From an optimization exercise on the open Yosys and OpenROAD flow, aimed at small area, a short achievable clock period and few clock cycles; shortcuts taken in it are not production practice. Function was checked by simulation only, so behaviour that the tests miss may differ from the original. No activity file was given, so power comes from the tool's default toggle rates.

## megacode_core
module megacode_core (
    input  wire        clk,
    input  wire        rst,         
    input  wire [31:0] cmd_data,
    input  wire        cmd_valid,
    output wire        cmd_ready,
    output reg  [63:0] rec_data,
    output reg         rec_valid,
    input  wire        rec_ready
);
Size: roughly 440 flip-flops, roughly 100 I/O pins, ~25000 um^2 of cells after synthesis.
==> flow/config.mk <==
export PLATFORM = sky130hd
export DESIGN_NAME = megacode_core
export DESIGN_NICKNAME = megacode_core
export VERILOG_FILES = /design/flow/design.v
export SDC_FILE = /design/flow/constraint.sdc
export NUM_CORES = 4
export LEC_CHECK = 0
export CAP_MARGIN = 20
export CORE_MARGIN = 2
export CORE_UTILIZATION = 40
export PLACE_DENSITY = 0.6
export SLEW_MARGIN = 20
==> flow/constraint.sdc <==
create_clock -name core_clock -period 17.0 [get_ports {clk}]
set_input_delay 3.4000 -clock core_clock [delete_from_list [all_inputs] [get_ports {clk}]]
set_output_delay 3.4000 -clock core_clock [all_outputs]
set_load 0.01 [all_outputs]
standard.sh (not shown) runs the stock make flow with config.mk's settings and CLKGATE_MAP_FILE= SYNTH_SCRIPT=/design/flow/synth_recipe.tcl, a recipe that flattens the netlist after the stock synthesis.
==> flow/flow/run.sh <==
#!/bin/bash
# Standard ORFS layout, with repair_timing aiming well below the 17 ns clock
# (the setup margin) and plain buf_2 cells as the port buffers.
set -euo pipefail
bash standard.sh SETUP_SLACK_MARGIN=12.5 "BUFFER_PORTS_ARGS=-buffer_cell sky130_fd_sc_hd__buf_2" finish > flow_make.log 2>&1
Testbench counts at the start, summed over its fixed seeds: cycles 1,079,577.
Next try:
--- a/flow/design.v
+++ b/flow/design.v
@@ -17,26 +17,28 @@
                      S_GROUP = 3'd4,    
                      S_BDREC = 3'd5,    
                      S_DIAG  = 3'd6,    
                      S_DONE  = 3'd7;    
     localparam [1:0] CTX_RUN = 2'd0, CTX_E1 = 2'd1, CTX_E2 = 2'd2;
     reg [31:0] cw;
     reg        cv;
     reg        crdy;
-    reg        d_sample, d_nz;          
+    reg        d_sample, d_gt, d_lt;    
     reg        rst_r, rcmd_r;           
     assign cmd_ready = crdy;
     reg [14:0] t11, t15;
     reg [16:0] t45, t75;
     reg [17:0] t105, t108;    
     reg        tex;           
+    reg [6:0]  kq;            
     reg [2:0]  ck;
     reg [4:0]  cs;
-    reg        cfirst;        
+    reg [13:0] cr;            
+    reg [17:0] cq;            
     reg        crb;           
     reg [IW-1:0] idx;
     reg          above;
     reg          bv, ev;
     reg [IW-1:0] sb;          
     reg [IW-1:0] sp;          
     reg [IW-1:0] gl;          
     reg [18:0]   tg_cnt;
@@ -51,18 +53,18 @@
     reg [1:0]    ctx;
     reg [2:0]    diag_id;
     reg          tol;         
     reg          f_brk, f15, f45, f75, f105;
     wire c_reset   = (cw == 32'h1000_0000);
     wire c_setrate = (cw[31:24] == 8'h20) && (cw[23:0] != 24'd0);
     wire c_sample  = d_sample;
     wire c_end     = (cw == 32'h4000_0000);
-    wire s_gt = !cw[15] && cw[14] && d_nz;      
-    wire s_lt = cw[15] || !cw[14];              
+    wire s_gt = d_gt;
+    wire s_lt = d_lt;
     wire run_ok   = (fault == 2'd0);
     reg  idx_max;                       
     wire plain    = c_sample && run_ok && !idx_max;
     wire idle     = (state == S_IDLE);
     wire rec_st   = state[2];
     wire proc     = cv && ((plain && (idle || state == S_GROUP || state == S_BDREC)) ||
                            (idle && !rec_valid));
     wire do_samp  = proc && plain;
@@ -109,19 +111,16 @@
             3'd0:    kval = 7'd108;
             3'd1:    kval = 7'd15;
             3'd2:    kval = 7'd45;
             3'd3:    kval = 7'd75;
             default: kval = 7'd105;
         endcase
     end
     reg         clast;    
-    wire [13:0] cr = cfirst ? 14'd0 : sp[13:0];    
-    wire [17:0] cq = gl[17:0];                     
-    wire [6:0]  kq = sb[6:0];                      
     wire [6:0]  cadd  = crb ? kq : 7'd0;
     wire [15:0] cu    = {1'b0, cr, 1'b0} + cadd;
     wire [15:0] cu_1  = {1'b0, cr, 1'b0} + cadd - 16'd10000;
     wire [15:0] cu_2  = {1'b0, cr, 1'b0} + cadd - 16'd20000;
     wire        cu1   = !cu_1[15];
     wire        cu2   = !cu_2[15];
     wire [15:0] cr2   = cu2 ? cu_2 : (cu1 ? cu_1 : cu);
     wire [17:0] cqi   = cq + 1'b1;
@@ -129,17 +128,18 @@
     reg [2:0] nstate;
     wire      ld_direct;              
     wire      rv_next = ld || ld_direct || (rec_valid && !rec_ready);
     wire      maybe_sample = cmd_data[29] && cmd_data[28];
     always @(posedge clk) begin
         if (crdy) begin
             cw       <= cmd_data;
             d_sample <= (cmd_data[31:16] == 16'h3000);
-            d_nz     <= (cmd_data[13:0] != 14'd0);
+            d_gt     <= !cmd_data[15] && cmd_data[14] && (cmd_data[13:0] != 14'd0);
+            d_lt     <= cmd_data[15] || !cmd_data[14];
         end
         if (rst) cv <= 1'b0;
         else if (crdy) cv <= cmd_valid;
         else if (proc) cv <= 1'b0;
     end
     always @(posedge clk) begin
         rst_r  <= rst;
         rcmd_r <= !rst && other && c_reset;
@@ -214,35 +214,40 @@
             t75   <= 17'd180;
             t105  <= 18'd252;
             t108  <= 18'd259;
             tex   <= 1'b0;
         end else if (state == S_IDLE && nstate == S_CALC) begin
             ck <= 3'd0;
             cs <= 5'd0;
             clast <= 1'b0;
-            cfirst <= 1'b1;
+            kq    <= 7'd11;
+            cr <= 14'd0;
+            cq <= 18'd0;
         end else if (state == S_CALC) begin
-            cfirst <= clast;
-            if (cfirst && ck == 3'd2) tex <= (sp[13:0] == 14'd0);
             if (clast) begin
                 case (ck)
                     3'd0:    t11  <= cqn[14:0];
-                    3'd1:    t108 <= cqn;
+                    3'd1:    begin t108 <= cqn; tex <= (cr2 == 16'd0); end
                     3'd2:    t15  <= cqn[14:0];
                     3'd3:    t45  <= cqn[16:0];
                     3'd4:    t75  <= cqn[16:0];
                     default: t105 <= cqn;
                 endcase
                 cs <= 5'd0;
                 ck <= ck + 1'b1;
+                cr <= 14'd0;
+                cq <= 18'd0;
                 clast <= 1'b0;
+                kq    <= kval;
             end else begin
                 cs <= cs + 1'b1;
                 clast <= (cs == 5'd22);
+                cr <= cr2[13:0];
+                cq <= cqn;
             end
         end
     end
     always @(posedge clk) begin
         if (reset_all) begin
             idx_max   <= 1'b0;
             idx       <= {IW{1'b0}};
             above     <= 1'b0;
@@ -262,28 +267,16 @@
         end else begin
             state <= nstate;
             if (f_ovf) fault[0] <= 1'b1;
             if (f_ill) fault[1] <= 1'b1;
             if (do_samp) begin
                 idx     <= idx + 1'b1;
                 idx_max <= (idx == IDX_MAX - 1'b1);
             end
-            if (state == S_IDLE && nstate == S_CALC) begin
-                gl       <= {IW{1'b0}};
-                sb[6:0]  <= 7'd11;
-            end else if (state == S_CALC) begin
-                sp[13:0] <= cr2[13:0];
-                if (clast) begin
-                    gl      <= {IW{1'b0}};
-                    sb[6:0] <= kval;
-                end else begin
-                    gl[17:0] <= cqn;
-                end
-            end
             if (rise) above <= 1'b1;
             if (fall) begin
                 above    <= 1'b0;
                 fall_cnt <= fall_cnt + 1'b1;
             end
             if (do_samp) begin
                 sb <= sb + 1'b1;
                 sp <= sp + 1'b1;
=> The changed run ran to the end with no violations; final cell count stays flat; synthesized area increases by about 1.6%; total power came out higher by about 2.8%; critical path depth decreases by 1; die area went up by 1.6%; first-iteration DRC count fell by 3.9%; clock skew is about the same; non-clock buffer count came out lower by 9; combinational power decreases by about 13%.
Testbench counts after the change, summed over its fixed seeds: cycles 1,079,577.

[separate check: timing with driven ports]
The results above use ideal ports. As a check the final layouts listed here were re-extracted and re-timed, cells and wires unchanged. Step 1: set_driving_cell puts a clkbuf_16 on clk and a buf_2 on each other input, an assumption about the parent block. Step 2 times the ports against the registers' clock, not the clock port: input delays grow and output delays shrink by t, the midpoint of the rising clock arrivals with the driver on. Three values: no drivers, after step 1, after step 2; two values: the first two.
run | t, ns | setup WS [ns] | worst setup path after step 2 | cell pins on the clock port's net
the first run | 0.657 | 12.411 / 12.348 / 12.723 | input to register | 1
the second run | 0.682 | 12.445 / 12.379 / 12.026 | input to register | 1
After both steps setup and hold are still met in every run listed. The setup slack of the second run, which loses most, moves by -0.066 ns with the drivers and by -0.419 ns with both steps.
